Context: an optimization exercise on an open-source flow, tuned for a short achievable clock period and few clock cycles. The choices shown serve that exercise and are no tape-out recipe.
Function was checked by simulation only, so behaviour that the tests miss may differ from the original.
Power figures rest on the tool's default switching activity, not on a simulated workload.

==> inputs of try-raven <==
==> flow/design.v <==
module easy8_core (
    input  wire       clk,
    input  wire       rst_n,
    input  wire       cmd_valid,
    input  wire [2:0] cmd_op,
    input  wire [7:0] cmd_addr,
    input  wire [7:0] cmd_data,
    output wire       cmd_ready,
    output reg        rsp_valid,
    output reg  [7:0] rsp_data,
    output reg        out_valid,
    output wire [7:0] out_data,
    output wire       in_req,
    output wire [1:0] status,
    input  wire       tick
);
    localparam [2:0] CMD_READREG = 3'd0,
                     CMD_CLEAR   = 3'd1,
                     CMD_APPEND  = 3'd2,
                     CMD_WRITE   = 3'd3,
                     CMD_READ    = 3'd4,
                     CMD_RUN     = 3'd5,
                     CMD_STOP    = 3'd6,
                     CMD_DELIVER = 3'd7;
    localparam [1:0] ES_STOPPED  = 2'd0,
                     ES_RUNNING  = 2'd1,
                     ES_SLEEPING = 2'd2;
    localparam [7:0] OP_MOVEI = 8'd0,  OP_LOAD  = 8'd1,  OP_STORE = 8'd2,
                     OP_ADDI  = 8'd3,  OP_ADD   = 8'd4,  OP_SUBI  = 8'd5,
                     OP_SUB   = 8'd6,  OP_INC   = 8'd7,  OP_DEC   = 8'd8,
                     OP_CMPI  = 8'd9,  OP_CMP   = 8'd10, OP_JUMP  = 8'd11,
                     OP_JLESS = 8'd12, OP_JGT   = 8'd13, OP_JEQ   = 8'd14,
                     OP_PUSH  = 8'd15, OP_POP   = 8'd16, OP_CALL  = 8'd17,
                     OP_RET   = 8'd18, OP_IN    = 8'd19, OP_OUT   = 8'd20,
                     OP_STOP  = 8'd21, OP_SLEEP = 8'd22, OP_RAND  = 8'd23;
    localparam [1:0] PH_FETCH = 2'd0,
                     PH_OPND  = 2'd1,
                     PH_MEMRD = 2'd2,
                     PH_EXEC  = 2'd3;
    reg  [7:0]  mem [0:255];
    reg  [7:0]  ra, pc, sp, ret;
    reg         fz, fc, fn;
    reg  [1:0]  es;
    reg         inreq;
    reg         timed;
    reg  [17:0] wt;
    reg  [7:0]  outv;
    reg         outv_valid;
    reg  [7:0]  ap;
    reg  [7:0]  lfsr;
    reg  [1:0]  phase;
    reg  [7:0]  ir;
    reg  [7:0]  opnd;
    reg  [7:0]  mdr;
    assign cmd_ready = (phase == PH_FETCH);
    assign status    = es;
    assign in_req    = inreq;
    assign out_data  = outv;
    wire cmd_fire = cmd_valid && cmd_ready;
    function is_two_byte(input [7:0] op);
        case (op)
            OP_INC, OP_DEC, OP_PUSH, OP_POP, OP_RET, OP_STOP, OP_RAND: is_two_byte = 1'b0;
            default: is_two_byte = 1'b1;
        endcase
    endfunction
    function is_mem_read(input [7:0] op);
        is_mem_read = (op == OP_LOAD) || (op == OP_ADD) || (op == OP_SUB) || (op == OP_CMP);
    endfunction
    reg  [7:0] rd_addr;
    always @(*) begin
        if (phase == PH_FETCH && cmd_valid)
            rd_addr = cmd_addr;
        else if (phase == PH_FETCH)
            rd_addr = pc;
        else if (phase == PH_OPND)
            rd_addr = pc + 8'd1;
        else
            rd_addr = opnd;
    end
    wire [7:0] rd_data = mem[rd_addr];
    reg  [7:0] alu_b;
    reg        alu_sub;
    always @(*) begin
        case (ir)
            OP_ADDI, OP_SUBI, OP_CMPI: alu_b = opnd;
            OP_INC, OP_DEC:            alu_b = 8'd1;
            default:                   alu_b = mdr;
        endcase
        alu_sub = (ir == OP_SUBI) || (ir == OP_SUB) || (ir == OP_DEC) ||
                  (ir == OP_CMPI) || (ir == OP_CMP);
    end
    wire [7:0] alu_neg = ~alu_b + 8'd1;
    wire [8:0] alu_sum = {1'b0, ra} + {1'b0, alu_sub ? alu_neg : alu_b};
    wire [7:0] lfsr_next = lfsr[0] ? ((lfsr >> 1) ^ 8'hB8) : (lfsr >> 1);
    reg        mem_we;
    reg  [7:0] mem_wa;
    reg  [7:0] mem_wd;
    reg        mem_clear;
    always @(*) begin
        mem_we    = 1'b0;
        mem_wa    = 8'd0;
        mem_wd    = 8'd0;
        mem_clear = 1'b0;
        if (phase == PH_FETCH) begin
            if (cmd_fire && es == ES_STOPPED) begin
                case (cmd_op)
                    CMD_CLEAR:  mem_clear = 1'b1;
                    CMD_APPEND: begin mem_we = 1'b1; mem_wa = ap;       mem_wd = cmd_data; end
                    CMD_WRITE:  begin mem_we = 1'b1; mem_wa = cmd_addr; mem_wd = cmd_data; end
                    default: ;
                endcase
            end
        end else if (phase == PH_EXEC) begin
            case (ir)
                OP_STORE: begin mem_we = 1'b1; mem_wa = opnd; mem_wd = ra; end
                OP_PUSH:  begin mem_we = 1'b1; mem_wa = sp;   mem_wd = ra; end
                OP_POP:   if (sp < 8'd255) begin mem_we = 1'b1; mem_wa = sp + 8'd1; mem_wd = 8'd0; end
                default: ;
            endcase
        end
    end
    integer i;
    always @(posedge clk) begin
        if (mem_clear) begin
            for (i = 0; i < 256; i = i + 1)
                mem[i] <= 8'd0;
        end else if (mem_we) begin
            mem[mem_wa] <= mem_wd;
        end
    end
    always @(posedge clk) begin
        if (!rst_n) begin
            es         <= ES_STOPPED;
            inreq      <= 1'b0;
            timed      <= 1'b0;
            outv_valid <= 1'b0;
            phase      <= PH_FETCH;
            rsp_valid  <= 1'b0;
            out_valid  <= 1'b0;
        end else begin
            rsp_valid <= 1'b0;
            out_valid <= 1'b0;
            if (es == ES_SLEEPING && timed && tick && wt != 18'd0)
                wt <= wt - 18'd1;
            case (phase)
            PH_FETCH: begin
                if (cmd_valid) begin
                    case (cmd_op)
                    CMD_READREG: begin
                        rsp_valid <= 1'b1;
                        case (cmd_addr[2:0])
                            3'd0: rsp_data <= ra;
                            3'd1: rsp_data <= pc;
                            3'd2: rsp_data <= sp;
                            3'd3: rsp_data <= ret;
                            3'd4: rsp_data <= {5'd0, fn, fc, fz};
                            3'd5: rsp_data <= {4'd0, outv_valid, inreq, es};
                            3'd6: rsp_data <= outv;
                            default: rsp_data <= ap;
                        endcase
                    end
                    CMD_READ: begin
                        rsp_valid <= 1'b1;
                        rsp_data  <= rd_data;
                    end
                    CMD_CLEAR:  if (es == ES_STOPPED) ap <= 8'd0;
                    CMD_APPEND: if (es == ES_STOPPED) ap <= ap + 8'd1;
                    CMD_RUN: begin
                        es    <= ES_RUNNING;
                        inreq <= 1'b0;
                        timed <= 1'b0;
                        ra    <= 8'd0;
                        pc    <= 8'd0;
                        sp    <= 8'd255;
                        ret   <= 8'd0;
                        fz    <= 1'b0;
                        fc    <= 1'b0;
                        fn    <= 1'b0;
                        lfsr  <= 8'd1;
                    end
                    CMD_STOP: begin
                        es    <= ES_STOPPED;
                        inreq <= 1'b0;
                        timed <= 1'b0;
                    end
                    CMD_DELIVER: begin
                        if (inreq) begin
                            ra    <= cmd_data;
                            inreq <= 1'b0;
                            es    <= ES_RUNNING;
                        end
                    end
                    default: ;
                    endcase
                end else if (es == ES_RUNNING) begin
                    ir <= rd_data;
                    if (rd_data > OP_RAND)
                        es <= ES_STOPPED;               
                    else if (is_two_byte(rd_data))
                        phase <= PH_OPND;
                    else
                        phase <= PH_EXEC;
                end else if (es == ES_SLEEPING && timed && wt == 18'd0) begin
                    es    <= ES_RUNNING;                
                    timed <= 1'b0;
                end
            end
            PH_OPND: begin
                pc   <= pc + 8'd1;
                opnd <= rd_data;
                if (is_mem_read(ir))
                    phase <= PH_MEMRD;
                else
                    phase <= PH_EXEC;
            end
            PH_MEMRD: begin
                mdr   <= rd_data;
                phase <= PH_EXEC;
            end
            PH_EXEC: begin
                phase <= PH_FETCH;
                pc    <= pc + 8'd1;                    
                case (ir)
                OP_MOVEI: ra <= opnd;
                OP_LOAD:  ra <= mdr;
                OP_ADDI, OP_ADD, OP_SUBI, OP_SUB, OP_INC, OP_DEC: begin
                    ra <= alu_sum[7:0];
                    fz <= (alu_sum[7:0] == 8'd0);
                    fc <= alu_sum[8];
                    fn <= alu_sum[7];
                end
                OP_CMPI, OP_CMP: begin
                    fz <= (alu_sum[7:0] == 8'd0);
                    fc <= alu_sum[8];
                    fn <= alu_sum[7];
                end
                OP_JUMP:  pc <= opnd;
                OP_JLESS: if (fn)        pc <= opnd;
                OP_JGT:   if (!fn && !fz) pc <= opnd;
                OP_JEQ:   if (fz)        pc <= opnd;
                OP_PUSH:  sp <= sp - 8'd1;
                OP_POP:   if (sp < 8'd255) sp <= sp + 8'd1;
                OP_CALL: begin
                    ret <= pc;                         
                    pc  <= opnd;
                end
                OP_RET:   pc <= ret + 8'd1;
                OP_IN: begin
                    if (opnd == 8'd0) begin
                        es    <= ES_SLEEPING;
                        inreq <= 1'b1;
                        timed <= 1'b0;
                    end
                end
                OP_OUT: begin
                    if (opnd == 8'd1) begin
                        outv       <= ra;
                        outv_valid <= 1'b1;
                        out_valid  <= 1'b1;
                    end
                end
                OP_STOP: begin
                    es <= ES_STOPPED;
                    pc <= pc;                          
                end
                OP_SLEEP: begin
                    es    <= ES_SLEEPING;
                    timed <= 1'b1;
                    wt    <= opnd * 18'd1000;
                end
                OP_RAND: begin
                    lfsr <= lfsr_next;
                    ra   <= lfsr_next;
                end
                default: ;
                endcase
            end
            endcase
        end
    end
endmodule
==> flow/run.sh <==
#!/bin/bash
# synth_recipe.tcl (not shown) runs the flow's synth.tcl, then flattens the netlist and writes it again
# the make line also repeats each setting of config.mk as NAME=value (left out here)
make -C /OpenROAD-flow-scripts/flow DESIGN_CONFIG=/design/flow/config.mk WORK_HOME=/design/flow/orfs CLKGATE_MAP_FILE= SYNTH_SCRIPT=/design/flow/synth_recipe.tcl finish
==> flow/config.mk <==
export PLATFORM = sky130hd
export DESIGN_NAME = easy8_core
export DESIGN_NICKNAME = easy8_core
export VERILOG_FILES = /design/flow/design.v
export SDC_FILE = /design/flow/constraint.sdc
export NUM_CORES = 4
export LEC_CHECK = 0
export ABC_CLOCK_PERIOD_IN_PS = 4000
export CAP_MARGIN = 20
export CORE_MARGIN = 2
export CORE_UTILIZATION = 40
export SETUP_SLACK_MARGIN = 5
export SLEW_MARGIN = 20
export TNS_END_PERCENT = 10
==> flow/constraint.sdc <==
create_clock -name core_clock -period 10.0 [get_ports {clk}]
set_input_delay 2.0000 -clock core_clock [delete_from_list [all_inputs] [get_ports {clk}]]
set_output_delay 2.0000 -clock core_clock [all_outputs]
set_load 0.01 [all_outputs]
==> try-quartz: changes against try-raven <==
ABC_CLOCK_PERIOD_IN_PS = unset   (was 4000)
SETUP_SLACK_MARGIN = unset   (was 5)
TNS_END_PERCENT = unset   (was 10)
==> notes <==
try-quartz finished clean. try-raven passed the timing, DRC and antenna checks. Global-route usage: try-raven is higher than try-quartz (1.7 points). Of try-quartz and try-raven, try-raven has the higher first-iteration DRC count (gap 5.3%, measured against try-raven). Against try-quartz, the register-to-register slack of try-raven is higher by 1.7 ns. Final cell count: try-quartz is smaller than try-raven (about 2%). In sequential power, try-quartz and try-raven hardly differ. Against try-raven, the maximum frequency of try-quartz is lower by 31%. Count of clock-buffer cells in the layout: try-raven is higher than try-quartz (8).
Testbench counts of try-raven, summed over its fixed seeds: cycles 107,357.
Testbench counts of try-quartz, summed over its fixed seeds: cycles 107,357.

what the ideal ports hide:
Ports are ideal in the flow. The routed layouts listed here were re-timed in OpenROAD.
Step 1 assumes that a clkbuf_16 drives the clock port and a buf_2 every other input.
Step 2 also shifts input and output timing later by t, the mid clock arrival at the registers, as if the neighbouring blocks saw the same clock.
a / b / c = ideal ports / drivers / drivers and shift; a / b = the first two.
| run | t (ns) | setup slack, ns | worst hold slack (ns) | pins driven straight from the clock port |
|---|---|---|---|---|
| try-raven | 0.978 | 4.508 / 4.544 / 3.589 | 0.455 / 0.455 / 0.455 | 1 |
| try-quartz | 0.980 | 2.021 / 2.078 / 1.098 | 0.454 / 0.454 / 0.454 | 1 |
After both steps every run listed still meets setup and hold. For try-quartz, which loses most, drivers alone change the setup slack by +0.057 ns; drivers and shift together by -0.923 ns.
